What follows belongs to an exercise in optimizing a design on an open flow for a short achievable clock period and few clock cycles; a production flow would make more cautious choices. In this exercise RTL edits were held to simulation tests only and were not proved equivalent to the original. No activity file was given, so power comes from the tool's default toggle rates.

==> run a: inputs <==
## swx_top
module swx_top (
    input  wire        clk,
    input  wire        rst,
    input  wire        req_valid,
    input  wire [7:0]  req_data,
    output wire        req_ready,
    output reg         res_valid,
    output reg         res_ok,
    output reg  [39:0] res_data,
    output reg         fault,
    output reg  [2:0]  fault_code,
    output reg  [7:0]  fault_info,
    output reg         bus_valid,
    output reg  [7:0]  bus_data,
    output reg         bus_last,
    input  wire        bus_ready,
    input  wire [7:0]  bus_rdata,
    output reg         ce,
    output reg  [2:0]  pstate,
    output reg         wait_valid,
    output reg  [2:0]  wait_id,
    output reg  [31:0] wait_us,
    input  wire        wait_ready,
    output reg         rxb_we,
    output reg  [5:0]  rxb_addr,
    output reg  [7:0]  rxb_wdata
);
    localparam [7:0] CFG_PRIM_RX = 8'h01;
    localparam [7:0] CFG_PWR_UP  = 8'h02;
    localparam [4:0] OP_READ_REG    = 5'h01;
    localparam [4:0] OP_WRITE_REG   = 5'h02;
    localparam [4:0] OP_READ_ADDR   = 5'h03;
    localparam [4:0] OP_WRITE_ADDR  = 5'h04;
    localparam [4:0] OP_ADDR_ENCODE = 5'h05;
    localparam [4:0] OP_ADDR_DECODE = 5'h06;
    localparam [4:0] OP_ADDR_PARSE  = 5'h07;
    localparam [4:0] OP_POWER_UP    = 5'h08;
    localparam [4:0] OP_POWER_DOWN  = 5'h09;
    localparam [4:0] OP_START_RADIO = 5'h0A;
    localparam [4:0] OP_STOP_RADIO  = 5'h0B;
    localparam [4:0] OP_START_RX    = 5'h0C;
    localparam [4:0] OP_STOP_RX     = 5'h0D;
  ...
export LEC_CHECK = 0
export ABC_CLOCK_PERIOD_IN_PS = 3000
export CAP_MARGIN = 20
export CORE_MARGIN = 2
export CORE_UTILIZATION = 40
export SLEW_MARGIN = 20
export SYNTH_HIERARCHICAL = 1
export SYNTH_MINIMUM_KEEP_SIZE = 0
create_clock -name core_clock -period 10.0 [get_ports {clk}]
standard.sh (not shown) runs the stock make flow with config.mk's settings and CLKGATE_MAP_FILE= SYNTH_SCRIPT=/design/flow/synth_recipe.tcl, a recipe that flattens the netlist after the stock synthesis.
==> flow/flow/run.sh <==
#!/bin/bash
# Layout flow: the standard ORFS flow (standard.sh, unchanged synthesis, floorplan,
# placement, CTS and routing), with the timing repair asked to aim for a setup slack of
# 7 ns at the design's 10 ns clock, so that it keeps improving the critical paths
# instead of stopping once the 10 ns period is met. Make's output goes to make.log here;
# each ORFS step also keeps its own log under orfs/logs/.
set -euo pipefail
cd "$(dirname "$0")/.."
bash standard.sh SETUP_SLACK_MARGIN=7 finish > make.log 2>&1
==> inputs of run b, as changes to run a <==
--- a/flow/design.v
+++ b/flow/design.v
@@ -72,15 +72,15 @@
     wire [7:0]  qd = qh[7:0];
     wire [4:0]  qmc = qwp - qrp;
     reg         q_push, q_pop;
     reg  [12:0] q_in;
     localparam WD = 8;
     reg  [40:0] wq [0:WD-1];
-    reg  [3:0]  wrp, wwp;
-    wire [3:0]  wcnt = wwp - wrp;
-    wire [40:0] wh = wq[wrp[2:0]];
+    reg  [2:0]  wrp, wwp;
+    reg  [3:0]  wcnt;
+    wire [40:0] wh = wq[wrp];
     reg         w_push, w_pop;
     reg  [40:0] w_in;
     localparam [1:0] I_OP = 2'd0, I_B1 = 2'd1, I_BODY = 2'd2, I_DEAD = 2'd3;
     reg  [1:0]  ist;
     reg  [4:0]  iop;
     reg  [7:0]  icnt;                  
@@ -488,26 +488,34 @@
             X_FL: begin rv_n = 1'b1; ro_n = (1'b0); rd_n = (res_data); st_n = X_IDLE; end
             X_RY_C: begin begin bv_n = 1'b1; bd_n = (8'hFF); bl_n = (1'b1); end st_n = X_RY_S; end
             X_RY_S: begin rv_n = 1'b1; ro_n = (rdy); rd_n = (res_data); st_n = X_IDLE; end
             X_FX_C: begin begin bv_n = 1'b1; bd_n = (8'hFF); bl_n = (1'b1); end st_n = X_FX_S; end
             X_FX_S: begin
                 bd_n = 8'h61; bl_n = 1'b0; rc_n = 6'd8; bidx_n = 6'd0; ro_n = 1'b0;
-                rv_n = 1'b1; st_n = X_IDLE;              
+                if (rdy) begin bv_n = 1'b1; st_n = X_BD_P; end
+                else begin rv_n = 1'b1; st_n = X_IDLE; end
             end
             X_BD_C: begin begin bv_n = 1'b1; bd_n = (8'hFF); bl_n = (1'b1); end st_n = X_BD_S; end
             X_BD_S: begin
                 bd_n = 8'h60; bl_n = 1'b0; wi_n = 3'd5; rd_n = 40'd0; ro_n = 1'b0;
                 nlen_n = 6'd0; nz_n = 1'b0;
-                if (eop == OP_RX_DYN) begin rv_n = 1'b1; st_n = X_IDLE; end
+                if (rdy) begin bv_n = 1'b1; st_n = X_BD_Q; end
+                else if (eop == OP_RX_DYN) begin rv_n = 1'b1; st_n = X_IDLE; end
                 else begin wv_n = 1'b1; st_n = X_LP_W; end
             end
             X_BD_Q: begin begin bv_n = 1'b1; bd_n = (8'hFF); bl_n = (1'b1); end st_n = X_BD_N; end
             X_BD_N: begin
                 nlen_n = bus_rdata[5:0]; rc_n = bus_rdata[5:0]; bidx_n = 6'd0;
                 ra_n = bus_rdata[5:0]; rwd_n = 8'h00;
-                bv_n = 1'b1; bd_n = 8'hE2; bl_n = 1'b1; st_n = X_BD_FL;    
+                bv_n = 1'b1;
+                if (bus_rdata > 8'd32) begin
+                    bd_n = 8'hE2; bl_n = 1'b1; st_n = X_BD_FL;
+                end else begin
+                    bd_n = 8'h61; bl_n = (bus_rdata == 8'd0); st_n = X_BD_P;
+                    rw_n = 1'b1;
+                end
             end
             X_BD_FL: begin
                 if (eop == OP_RX_DYN) begin rv_n = 1'b1; ro_n = (1'b0); rd_n = (40'd0); st_n = X_IDLE; end
                 else begin nz_n = 1'b0; begin wv_n = 1'b1; wi_n = (3'd5); end st_n = X_LP_W; end
             end
             X_BD_P: begin
@@ -537,13 +545,14 @@
             X_TX_CW: begin begin bv_n = 1'b1; bd_n = (8'h07); bl_n = (1'b0); end st_n = X_TP_C; end
             X_TP_C:  begin begin bv_n = 1'b1; bd_n = (8'hFF); bl_n = (1'b1); end st_n = X_TP_S; end
             X_TP_S:  begin
                 pcnt_n = pcnt + 7'd1;
                 bd_n = 8'h27; bl_n = 1'b0; wi_n = 3'd4;
                 rsp_n = bus_rdata[5] ? 8'h20 : 8'h10; tok_n = bus_rdata[5];
-                wv_n = 1'b1; st_n = X_TP_W;              
+                if (bus_rdata[5] || bus_rdata[4]) begin bv_n = 1'b1; st_n = X_TS_C; end
+                else begin wv_n = 1'b1; st_n = X_TP_W; end
             end
             X_TS_C: begin begin bv_n = 1'b1; bd_n = (rsp); bl_n = (1'b1); end st_n = X_TS_V; end
             X_TS_V: begin
                 if (tok) begin ce_n = 1'b0; begin wv_n = 1'b1; wi_n = (3'd1); end st_n = X_CW_RES; end
                 else begin begin bv_n = 1'b1; bd_n = (8'hE1); bl_n = (1'b1); end st_n = X_TM_E; end
             end
@@ -554,106 +563,60 @@
             end
             X_TT_W: begin begin bv_n = 1'b1; bd_n = (8'hE1); bl_n = (1'b1); end st_n = X_TT_E; end
             X_TT_E: begin tok_n = 1'b0; begin rv_n = 1'b1; ro_n = (1'b0); rd_n = (res_data); st_n = X_IDLE; end end
             default: ;   
         endcase
     end
-    wire st_bds = (st == X_BD_S);
-    wire st_fxs = (st == X_FX_S);
-    wire st_bdn = (st == X_BD_N);
-    wire st_tps = (st == X_TP_S);
-    wire br = ((st_bds || st_fxs) && rdy) || (st_bdn && bus_rdata <= 8'd32) ||
-              (st_tps && (bus_rdata[5] || bus_rdata[4]));
-    wire [5:0] a_st = st_bds ? X_BD_Q : (st_tps ? X_TS_C : X_BD_P);
-    wire [7:0] a_bd = st_bds ? 8'h60 : (st_tps ? 8'h27 : 8'h61);
-    wire       a_bl = st_bdn && (bus_rdata == 8'd0);
-    localparam HC = 26, HD = 68;
-    wire [HC-1:0] hc_y;
-    wire [HD-1:0] hd_y;
-    wire [1:0]    hp_y;
-    swx_step #(17) u_step_c (
-        .go(go), .br(br),
-        .a({a_st, 1'b1, 1'b0, a_bd, a_bl}),
-        .b({st_n, bv_n, wv_n, bd_n, bl_n}),
-        .q({st, bus_valid, wait_valid, bus_data, bus_last}),
-        .y({hc_y[25:20], hc_y[17:16], hc_y[11:3]}));
-    swx_hold #(9) u_hold_c (
-        .en(go),
-        .d({cfg_known_n, xfirst_n, ce_n, ps_n, wi_n}),
-        .q({cfg_known, xfirst, ce, pstate, wait_id}),
-        .y({hc_y[19:18], hc_y[15:12], hc_y[2:0]}));
-    swx_hold #(HD) u_hold_d (
-        .en(go),
-        .d({lph_n, rc_n, bidx_n, pcnt_n, lcnt_n, plcnt_n, isub_n, ik_n, cfgsh_n, xp1_n, x20_n}),
-        .q({lph, rc, bidx, pcnt, lcnt, plcnt, isub, ik, cfgsh, xp1, x20}),
-        .y(hd_y));
-    swx_step #(2) u_step_p (.go(go), .br(br), .a({1'b0, st_bdn}), .b({rv_n, rw_n}), .q(2'b00), .y(hp_y));
-    wire        qmne = (qwp != qrp);
-    wire        qtake = !qhv || q_pop;
-    wire [18:0] hq_y;
-    swx_hold #(19) u_hold_q (
-        .en(qtake),
-        .d({qmne ? qm[qrp[3:0]] : q_in, (qmne || q_push) ? qrp + 5'd1 : qrp, qmne || q_push}),
-        .q({qh, qrp, qhv}),
-        .y(hq_y));
-    wire [3:0]  hw_y;
-    swx_hold #(4) u_hold_w (.en(w_pop), .d(wrp + 4'd1), .q(wrp), .y(hw_y));
     always @(posedge clk) begin
         if (rst) begin
             qwp <= 5'd0; qrp <= 5'd0; qhv <= 1'b0;
-            wrp <= 4'd0; wwp <= 4'd0;
+            wrp <= 3'd0; wwp <= 3'd0; wcnt <= 4'd0;
             ir_v <= 1'b0; req_ready_r <= 1'b1;
             ist <= I_OP; iclosed <= 1'b0;
             st <= X_IDLE; cfg_known <= 1'b0; xfirst <= 1'b1;
             bus_valid <= 1'b0; wait_valid <= 1'b0; ce <= 1'b0; pstate <= PS_UNKNOWN;
             res_valid <= 1'b0; rxb_we <= 1'b0; fault <= 1'b0;
-            wait_us <= 32'd0;
+            bus_data <= 8'h00; bus_last <= 1'b0; wait_id <= 3'd0; wait_us <= 32'd0;
             res_ok <= 1'b0; res_data <= 40'd0; rxb_addr <= 6'd0; rxb_wdata <= 8'h00;
             fault_code <= 3'd0; fault_info <= 8'h00;
         end else begin
             if (q_push) qwp <= qwp + 5'd1;
-            {qrp, qhv} <= hq_y[5:0];
-            if (w_push) wwp <= wwp + 4'd1;
-            wrp <= hw_y;
+            if (!qhv || q_pop) begin
+                if (qwp != qrp || q_push) qrp <= qrp + 5'd1;
+                qhv <= (qwp != qrp) || q_push;
+            end
+            if (w_push) wwp <= wwp + 3'd1;
+            if (w_pop) wrp <= wrp + 3'd1;
+            wcnt <= wcnt + {3'd0, w_push} - {3'd0, w_pop};
             ir_v <= req_valid && req_ready_r;
             req_ready_r <= (ist != I_DEAD) && (qmc <= QD - 4) && (wcnt <= WD - 4);
             ist <= ist_n; iclosed <= iclosed_n;
-            {st, cfg_known, xfirst, bus_valid, wait_valid, ce, pstate} <= hc_y[HC-1:12];
+            if (go) begin
+                st <= st_n; cfg_known <= cfg_known_n; xfirst <= xfirst_n;
+                bus_valid <= bv_n; wait_valid <= wv_n; ce <= ce_n; pstate <= ps_n;
+                bus_data <= bd_n; bus_last <= bl_n; wait_id <= wi_n;
+            end
             fault <= f_n;
             wait_us <= wu_n;
             res_ok <= ro_n; res_data <= rd_n;
             rxb_addr <= ra_n; rxb_wdata <= rwd_n;
             fault_code <= fc_n; fault_info <= fi_n;
-            {res_valid, rxb_we} <= hp_y;
+            res_valid <= go && rv_n;
+            rxb_we <= go && rw_n;
         end
     end
     always @(posedge clk) begin
         qm[qwp[3:0]] <= q_in;
-        wq[wwp[2:0]] <= w_in;
-        qh <= hq_y[18:6];
+        wq[wwp] <= w_in;
+        if (!qhv || q_pop) qh <= (qwp != qrp) ? qm[qrp[3:0]] : q_in;
         ir_d <= req_data;
         iop <= iop_n; icnt <= icnt_n; ipos <= ipos_n; ilim <= ilim_n;
         ione <= ione_n; iacc <= iacc_n; ipok <= ipok_n; ipnz <= ipnz_n; ik10 <= ik10_n;
-        {lph, rc, bidx, pcnt, lcnt, plcnt, isub, ik, cfgsh, xp1, x20} <= hd_y;
-        {bus_data, bus_last, wait_id} <= hc_y[11:0];
+        if (go) begin
+            lph <= lph_n; rc <= rc_n; bidx <= bidx_n; pcnt <= pcnt_n;
+            lcnt <= lcnt_n; plcnt <= plcnt_n; isub <= isub_n; ik <= ik_n;
+            cfgsh <= cfgsh_n; xp1 <= xp1_n; x20 <= x20_n;
+        end
         eop <= eop_n; em <= em_n; elong <= elong_n; elen <= elen_n;
         rsp <= rsp_n; a40 <= a40_n; nlen <= nlen_n; nz <= nz_n; tok <= tok_n;
     end
 endmodule
-module swx_hold #(parameter W = 1) (
-    input  wire         en,
-    input  wire [W-1:0] d,
-    input  wire [W-1:0] q,
-    output wire [W-1:0] y
-);
-    assign y = en ? d : q;
-endmodule
-module swx_step #(parameter W = 1) (
-    input  wire         go,
-    input  wire         br,
-    input  wire [W-1:0] a,
-    input  wire [W-1:0] b,
-    input  wire [W-1:0] q,
-    output wire [W-1:0] y
-);
-    assign y = go ? (br ? a : b) : q;
-endmodule
--- a/flow/config.mk
+++ b/flow/config.mk
@@ -7,8 +7,6 @@
 export LEC_CHECK = 0
 export ABC_CLOCK_PERIOD_IN_PS = 3000
 export CAP_MARGIN = 20
 export CORE_MARGIN = 2
 export CORE_UTILIZATION = 40
 export SLEW_MARGIN = 20
-export SYNTH_HIERARCHICAL = 1
-export SYNTH_MINIMUM_KEEP_SIZE = 0
==> inputs of run c, as changes to run a <==
--- a/flow/design.v
+++ b/flow/design.v
@@ -262,13 +262,14 @@
         X_TX_E  = 6'd32, X_TX_A  = 6'd33, X_TX_CW = 6'd34,
         X_TP_C  = 6'd35, X_TP_S  = 6'd36, X_TP_W = 6'd37,
         X_TS_C  = 6'd38, X_TS_V  = 6'd39, X_TM_E = 6'd40,
         X_TT_W  = 6'd41, X_TT_E  = 6'd42,
         X_FL    = 6'd43,                             
         X_IN_R  = 6'd44, X_IN_K  = 6'd45,            
-        X_IN_E  = 6'd46;
+        X_IN_E  = 6'd46,
+        X_BD_D  = 6'd47;                             
     reg [5:0]  st;
     reg [4:0]  eop;
     reg [4:0]  em;
     reg        elong;
     reg [5:0]  elen;
     reg [5:0]  rc;
@@ -276,12 +277,13 @@
     reg [7:0]  rsp;
     reg [39:0] a40;
     reg [6:0]  pcnt;
     reg [15:0] lcnt;
     reg [15:0] plcnt;
     reg [5:0]  nlen;
+    reg [7:0]  nraw;         
     reg        nz;
     reg        lph;
     reg        tok;
     reg [1:0]  isub;
     reg [3:0]  ik;           
     reg        cfg_known;
@@ -311,12 +313,16 @@
     reg  xq_pop, xw_pop;
     always @* begin
         q_pop = xq_pop && go;
         w_pop = xw_pop && go;
     end
     wire rdy   = (bus_rdata[3:1] != 3'b111);        
+    wire [2:0] ps_c = !cfg_known         ? PS_UNKNOWN :
+                      !cfgsh[1]          ? PS_DOWN    :
+                      !ce                ? PS_STANDBY :
+                      cfgsh[0]           ? PS_LISTEN  : PS_TX;
     wire [2:0] ps_n = !cfg_known_n       ? PS_UNKNOWN :
                       !cfgsh_n[1]        ? PS_DOWN    :
                       !ce_n              ? PS_STANDBY :
                       cfgsh_n[0]         ? PS_LISTEN  : PS_TX;
     reg [7:0] cfmod;
     always @* begin
@@ -336,14 +342,14 @@
         ik_n = ik;
         cfg_known_n = cfg_known; cfgsh_n = cfgsh;
         xfirst_n = xfirst; xp1_n = xp1; x20_n = x20;
         bv_n = 1'b0; bd_n = bus_data; bl_n = bus_last;
         wv_n = 1'b0; wi_n = wait_id; wu_n = wait_us;
         ce_n = ce;
-        rv_n = 1'b0; ro_n = res_ok; rd_n = res_data;
-        rw_n = 1'b0; ra_n = rxb_addr; rwd_n = rxb_wdata;
+        rv_n = 1'b0; ro_n = 1'b0; rd_n = 40'd0;       
+        rw_n = 1'b0; ra_n = bidx; rwd_n = bus_rdata;   
         f_n = fault; fc_n = fault_code; fi_n = fault_info;
         xq_pop = 1'b0; xw_pop = 1'b0;
         if (bus_valid) begin
             xfirst_n = bus_last;
             xp1_n    = xfirst;
             if (xfirst) x20_n = (bus_data == 8'h20);
@@ -425,13 +431,13 @@
                                 2'd0: begin begin bv_n = 1'b1; bd_n = (8'h2B); bl_n = (1'b0); end st_n = X_WA_C; end
                                 2'd1: begin begin bv_n = 1'b1; bd_n = (8'h26); bl_n = (1'b0); end st_n = X_IN_K; ik_n = 4'd1; end
                                 2'd2: begin begin bv_n = 1'b1; bd_n = (8'h20); bl_n = (1'b0); end st_n = X_IN_K; ik_n = 4'd8; end
                                 default: begin begin bv_n = 1'b1; bd_n = (8'h00); bl_n = (1'b0); end st_n = X_CF_C; end
                             endcase
                         end
-                        default: begin rv_n = 1'b1; ro_n = (1'b0); rd_n = (res_data); st_n = X_IDLE; end
+                        default: begin rv_n = 1'b1; ro_n = (1'b0); rd_n = (40'd0); st_n = X_IDLE; end
                     endcase
                 end else begin
                     rc_n = rc - 6'd1;
                     if (qv) begin xq_pop = 1'b1; begin bv_n = 1'b1; bd_n = (qd); bl_n = (rc == 6'd2); end end
                     else st_n = X_OP_W;
                 end
@@ -468,13 +474,13 @@
                     if (elong) begin rv_n = 1'b1; ro_n = (1'b0); rd_n = ({bus_rdata, a40[31:0]}); st_n = X_IDLE; end
                     else begin begin bv_n = 1'b1; bd_n = ({3'b000, em}); bl_n = (1'b0); end st_n = X_RS_C; end
                 end else begin bv_n = 1'b1; bd_n = (8'hFF); bl_n = (rc == 6'd2); end
             end
             X_RS_C: begin begin bv_n = 1'b1; bd_n = (8'hFF); bl_n = (1'b1); end st_n = X_RS_D; end
             X_RS_D: begin rv_n = 1'b1; ro_n = (1'b0); rd_n = ({a40[39:8], bus_rdata}); st_n = X_IDLE; end
-            X_CW_RES: begin rv_n = 1'b1; ro_n = (tok); rd_n = (res_data); st_n = X_IDLE; end
+            X_CW_RES: begin rv_n = 1'b1; ro_n = (tok); rd_n = (40'd0); st_n = X_IDLE; end
             X_CW_CF:  begin begin bv_n = 1'b1; bd_n = (8'h00); bl_n = (1'b0); end st_n = X_CF_C; end
             X_CF_C:  begin begin bv_n = 1'b1; bd_n = (8'hFF); bl_n = (1'b1); end st_n = X_CF_D; end
             X_CF_D:  begin rsp_n = cfmod; begin bv_n = 1'b1; bd_n = (8'h20); bl_n = (1'b0); end st_n = X_CF_W; end
             X_CF_W:  begin begin bv_n = 1'b1; bd_n = (rsp); bl_n = (1'b1); end st_n = X_CF_V; end
             X_CF_V:  begin begin wv_n = 1'b1; wi_n = (cf_wid); end st_n = X_CF_WT; end
             X_CF_WT: begin
@@ -482,15 +488,15 @@
                 else if (eop == OP_RX_LOOP && !lph) begin
                     lph_n = 1'b1;
                     if (lcnt == 16'd0) begin ce_n = 1'b0; begin wv_n = 1'b1; wi_n = (3'd1); end st_n = X_CW_CF; end
                     else begin begin bv_n = 1'b1; bd_n = (8'h07); bl_n = (1'b0); end st_n = X_BD_C; end
                 end else begin rv_n = 1'b1; ro_n = (1'b0); rd_n = ({24'd0, plcnt}); st_n = X_IDLE; end
             end
-            X_FL: begin rv_n = 1'b1; ro_n = (1'b0); rd_n = (res_data); st_n = X_IDLE; end
+            X_FL: begin rv_n = 1'b1; ro_n = (1'b0); rd_n = (40'd0); st_n = X_IDLE; end
             X_RY_C: begin begin bv_n = 1'b1; bd_n = (8'hFF); bl_n = (1'b1); end st_n = X_RY_S; end
-            X_RY_S: begin rv_n = 1'b1; ro_n = (rdy); rd_n = (res_data); st_n = X_IDLE; end
+            X_RY_S: begin rv_n = 1'b1; ro_n = (rdy); rd_n = (40'd0); st_n = X_IDLE; end
             X_FX_C: begin begin bv_n = 1'b1; bd_n = (8'hFF); bl_n = (1'b1); end st_n = X_FX_S; end
             X_FX_S: begin
                 bd_n = 8'h61; bl_n = 1'b0; rc_n = 6'd8; bidx_n = 6'd0; ro_n = 1'b0;
                 rv_n = 1'b1; st_n = X_IDLE;              
             end
             X_BD_C: begin begin bv_n = 1'b1; bd_n = (8'hFF); bl_n = (1'b1); end st_n = X_BD_S; end
@@ -500,14 +506,18 @@
                 if (eop == OP_RX_DYN) begin rv_n = 1'b1; st_n = X_IDLE; end
                 else begin wv_n = 1'b1; st_n = X_LP_W; end
             end
             X_BD_Q: begin begin bv_n = 1'b1; bd_n = (8'hFF); bl_n = (1'b1); end st_n = X_BD_N; end
             X_BD_N: begin
                 nlen_n = bus_rdata[5:0]; rc_n = bus_rdata[5:0]; bidx_n = 6'd0;
-                ra_n = bus_rdata[5:0]; rwd_n = 8'h00;
-                bv_n = 1'b1; bd_n = 8'hE2; bl_n = 1'b1; st_n = X_BD_FL;    
+                st_n = X_BD_D;
+            end
+            X_BD_D: begin
+                ra_n = nlen; rwd_n = 8'h00;
+                if (nraw > 8'd32) begin begin bv_n = 1'b1; bd_n = (8'hE2); bl_n = (1'b1); end st_n = X_BD_FL; end
+                else begin begin bv_n = 1'b1; bd_n = (8'h61); bl_n = (nraw == 8'd0); end st_n = X_BD_P; rw_n = 1'b1; end
             end
             X_BD_FL: begin
                 if (eop == OP_RX_DYN) begin rv_n = 1'b1; ro_n = (1'b0); rd_n = (40'd0); st_n = X_IDLE; end
                 else begin nz_n = 1'b0; begin wv_n = 1'b1; wi_n = (3'd5); end st_n = X_LP_W; end
             end
             X_BD_P: begin
@@ -520,13 +530,13 @@
                 rc_n = rc - 6'd1;
                 if (rc == 6'd1) begin begin bv_n = 1'b1; bd_n = (8'h27); bl_n = (1'b0); end st_n = X_BD_TC; end
                 else begin bv_n = 1'b1; bd_n = (8'hFF); bl_n = (rc == 6'd2); end
             end
             X_BD_TC: begin begin bv_n = 1'b1; bd_n = (8'h40); bl_n = (1'b1); end st_n = X_BD_TV; end
             X_BD_TV: begin
-                if (eop == OP_RX_FIXED) begin rv_n = 1'b1; ro_n = (1'b1); rd_n = (res_data); st_n = X_IDLE; end
+                if (eop == OP_RX_FIXED) begin rv_n = 1'b1; ro_n = (1'b1); rd_n = (40'd0); st_n = X_IDLE; end
                 else if (eop == OP_RX_DYN) begin rv_n = 1'b1; ro_n = (1'b0); rd_n = ({34'd0, nlen}); st_n = X_IDLE; end
                 else begin nz_n = (nlen != 6'd0); begin wv_n = 1'b1; wi_n = (3'd5); end st_n = X_LP_W; end
             end
             X_LP_W: begin
                 lcnt_n = lcnt - 16'd1;
                 plcnt_n = plcnt + {15'd0, nz};
@@ -550,25 +560,23 @@
             X_TM_E: begin ce_n = 1'b0; begin wv_n = 1'b1; wi_n = (3'd1); end st_n = X_CW_RES; end
             X_TP_W: begin
                 if (pcnt == 7'd100) begin ce_n = 1'b0; begin wv_n = 1'b1; wi_n = (3'd1); end st_n = X_TT_W; end
                 else begin begin bv_n = 1'b1; bd_n = (8'h07); bl_n = (1'b0); end st_n = X_TP_C; end
             end
             X_TT_W: begin begin bv_n = 1'b1; bd_n = (8'hE1); bl_n = (1'b1); end st_n = X_TT_E; end
-            X_TT_E: begin tok_n = 1'b0; begin rv_n = 1'b1; ro_n = (1'b0); rd_n = (res_data); st_n = X_IDLE; end end
+            X_TT_E: begin tok_n = 1'b0; begin rv_n = 1'b1; ro_n = (1'b0); rd_n = (40'd0); st_n = X_IDLE; end end
             default: ;   
         endcase
     end
     wire st_bds = (st == X_BD_S);
     wire st_fxs = (st == X_FX_S);
-    wire st_bdn = (st == X_BD_N);
     wire st_tps = (st == X_TP_S);
-    wire br = ((st_bds || st_fxs) && rdy) || (st_bdn && bus_rdata <= 8'd32) ||
-              (st_tps && (bus_rdata[5] || bus_rdata[4]));
+    wire br = ((st_bds || st_fxs) && rdy) || (st_tps && (bus_rdata[5] || bus_rdata[4]));
     wire [5:0] a_st = st_bds ? X_BD_Q : (st_tps ? X_TS_C : X_BD_P);
     wire [7:0] a_bd = st_bds ? 8'h60 : (st_tps ? 8'h27 : 8'h61);
-    wire       a_bl = st_bdn && (bus_rdata == 8'd0);
+    wire       a_bl = 1'b0;
     localparam HC = 26, HD = 68;
     wire [HC-1:0] hc_y;
     wire [HD-1:0] hd_y;
     wire [1:0]    hp_y;
     swx_step #(17) u_step_c (
         .go(go), .br(br),
@@ -576,20 +584,20 @@
         .b({st_n, bv_n, wv_n, bd_n, bl_n}),
         .q({st, bus_valid, wait_valid, bus_data, bus_last}),
         .y({hc_y[25:20], hc_y[17:16], hc_y[11:3]}));
     swx_hold #(9) u_hold_c (
         .en(go),
         .d({cfg_known_n, xfirst_n, ce_n, ps_n, wi_n}),
-        .q({cfg_known, xfirst, ce, pstate, wait_id}),
+        .q({cfg_known, xfirst, ce, ps_c, wait_id}),
         .y({hc_y[19:18], hc_y[15:12], hc_y[2:0]}));
     swx_hold #(HD) u_hold_d (
         .en(go),
         .d({lph_n, rc_n, bidx_n, pcnt_n, lcnt_n, plcnt_n, isub_n, ik_n, cfgsh_n, xp1_n, x20_n}),
         .q({lph, rc, bidx, pcnt, lcnt, plcnt, isub, ik, cfgsh, xp1, x20}),
         .y(hd_y));
-    swx_step #(2) u_step_p (.go(go), .br(br), .a({1'b0, st_bdn}), .b({rv_n, rw_n}), .q(2'b00), .y(hp_y));
+    swx_step #(2) u_step_p (.go(go), .br(br), .a(2'b00), .b({rv_n, rw_n}), .q(2'b00), .y(hp_y));
     wire        qmne = (qwp != qrp);
     wire        qtake = !qhv || q_pop;
     wire [18:0] hq_y;
     swx_hold #(19) u_hold_q (
         .en(qtake),
         .d({qmne ? qm[qrp[3:0]] : q_in, (qmne || q_push) ? qrp + 5'd1 : qrp, qmne || q_push}),
@@ -598,13 +606,13 @@
     wire [3:0]  hw_y;
     swx_hold #(4) u_hold_w (.en(w_pop), .d(wrp + 4'd1), .q(wrp), .y(hw_y));
     always @(posedge clk) begin
         if (rst) begin
             qwp <= 5'd0; qrp <= 5'd0; qhv <= 1'b0;
             wrp <= 4'd0; wwp <= 4'd0;
-            ir_v <= 1'b0; req_ready_r <= 1'b1;
+            ir_v <= 1'b0; req_ready_r <= 1'b0;
             ist <= I_OP; iclosed <= 1'b0;
             st <= X_IDLE; cfg_known <= 1'b0; xfirst <= 1'b1;
             bus_valid <= 1'b0; wait_valid <= 1'b0; ce <= 1'b0; pstate <= PS_UNKNOWN;
             res_valid <= 1'b0; rxb_we <= 1'b0; fault <= 1'b0;
             wait_us <= 32'd0;
             res_ok <= 1'b0; res_data <= 40'd0; rxb_addr <= 6'd0; rxb_wdata <= 8'h00;
@@ -634,12 +642,13 @@
         iop <= iop_n; icnt <= icnt_n; ipos <= ipos_n; ilim <= ilim_n;
         ione <= ione_n; iacc <= iacc_n; ipok <= ipok_n; ipnz <= ipnz_n; ik10 <= ik10_n;
         {lph, rc, bidx, pcnt, lcnt, plcnt, isub, ik, cfgsh, xp1, x20} <= hd_y;
         {bus_data, bus_last, wait_id} <= hc_y[11:0];
         eop <= eop_n; em <= em_n; elong <= elong_n; elen <= elen_n;
         rsp <= rsp_n; a40 <= a40_n; nlen <= nlen_n; nz <= nz_n; tok <= tok_n;
+        if (st == X_BD_N) nraw <= bus_rdata;
     end
 endmodule
 module swx_hold #(parameter W = 1) (
     input  wire         en,
     input  wire [W-1:0] d,
     input  wire [W-1:0] q,
==> metrics.yaml <==
floorplanning:
  n_tap_cell: 1403
  die_w_um: 332.5
run_status:
  status: "complete, no violations"
worst_setup_path:
  cp.required_ps: 8000
  crit_chain: "buf_6"
  rr_worst_depth: 9
sta:
  worstMarginPinSlew_ps: 1223
pwr:
  p_int_w: 0.007790
  combinationalPower_w: 0.00341
  p_clk_frac: 0.311
synthesis:
  postSynthCellCount: 3377
grt:
  antenna_found_initial: 0
finish:
  final_cell_mix: "edfxtp_1, nor2_1, nand2_1"
(the above is from run b)
==> metrics.yaml <==
run_status:
  status: "complete, no violations"
sta:
  worstMarginPinSlew_ps: 1059
grt:
  antenna_found_initial: 4
finish:
  final_cell_mix: "edfxtp_1, nor2_1, nand2_1"
  fin_util: 0.5016
pwr:
  combinationalPower_w: 0.00400
  p_int_w: 0.007933
floorplanning:
  die_w_um: 335.3
  n_tap_cell: 1414
worst_setup_path:
  rr_worst_depth: 11
  cp.required_ps: 10560
  crit_chain: "buf_6, buf_8, or4_4, o21ai_2, nand3_2, nand3_4, buf_16, buf_12, mux2i_1, a21oi_1, nor2b_1"
placed_design:
  pre_cts_ws_ps: 5239
(the above is from run a)
==> metrics.yaml <==
run_status:
  status: "complete, no violations"
grt:
  antenna_found_initial: 0
pwr:
  p_clk_frac: 0.335
  p_int_w: 0.007819
  combinationalPower_w: 0.00316
worst_setup_path:
  crit_chain: "or3_4, nor3_4, nand4_1, and2_4, nor4b_4, o2111ai_2, a2111o_1, o21a_1, mux2_4, nor2b_1"
  cp.required_ps: 10550
drt:
  wl_per_cell_um: 25.81
finish:
  final_cell_mix: "edfxtp_1, nand2_1, nor2_1"
synthesis:
  syn_area_per_cell_um2: 11.97
  postSynthCellCount: 3669
sta:
  worstMarginPinSlew_ps: 1167
  finalSetupViolCount: 0
floorplanning:
  die_w_um: 335.4
  n_tap_cell: 1414
(the above is from run c)
Testbench counts of run a, summed over its fixed seeds: cycles 19,161.
Testbench counts of run b, summed over its fixed seeds: cycles 19,161.
Testbench counts of run c, summed over its fixed seeds: cycles 19,285.

[afterwards: timing with drivers on the ports]
In the flow no input, the clock included, has a driving cell. The finished layouts below were timed again as built, in two steps. Step 1: set_driving_cell puts a clkbuf_16 on clk and a buf_2 on each other input, an assumption about the parent block. Step 2, shift: input delay + t, output delay - t, t = (earliest + latest rising clock arrival at the registers) / 2. This alone moves slack from input paths to output paths. Three values: no drivers, after step 1, after step 2; two values: the first two.
run | shift t [ns] | slack for setup (ns) | pins driven straight from the clock port
run a | 0.752 | 6.712 / 6.644 / 6.004 | 1
run b | 0.731 | 6.745 / 6.678 / 6.066 | 1
run c | 0.747 | 6.633 / 6.633 / 6.205 | 1
After both steps every run listed still meets setup and hold. For run a, which loses most, drivers alone change the setup slack by -0.068 ns; drivers and shift together by -0.708 ns.
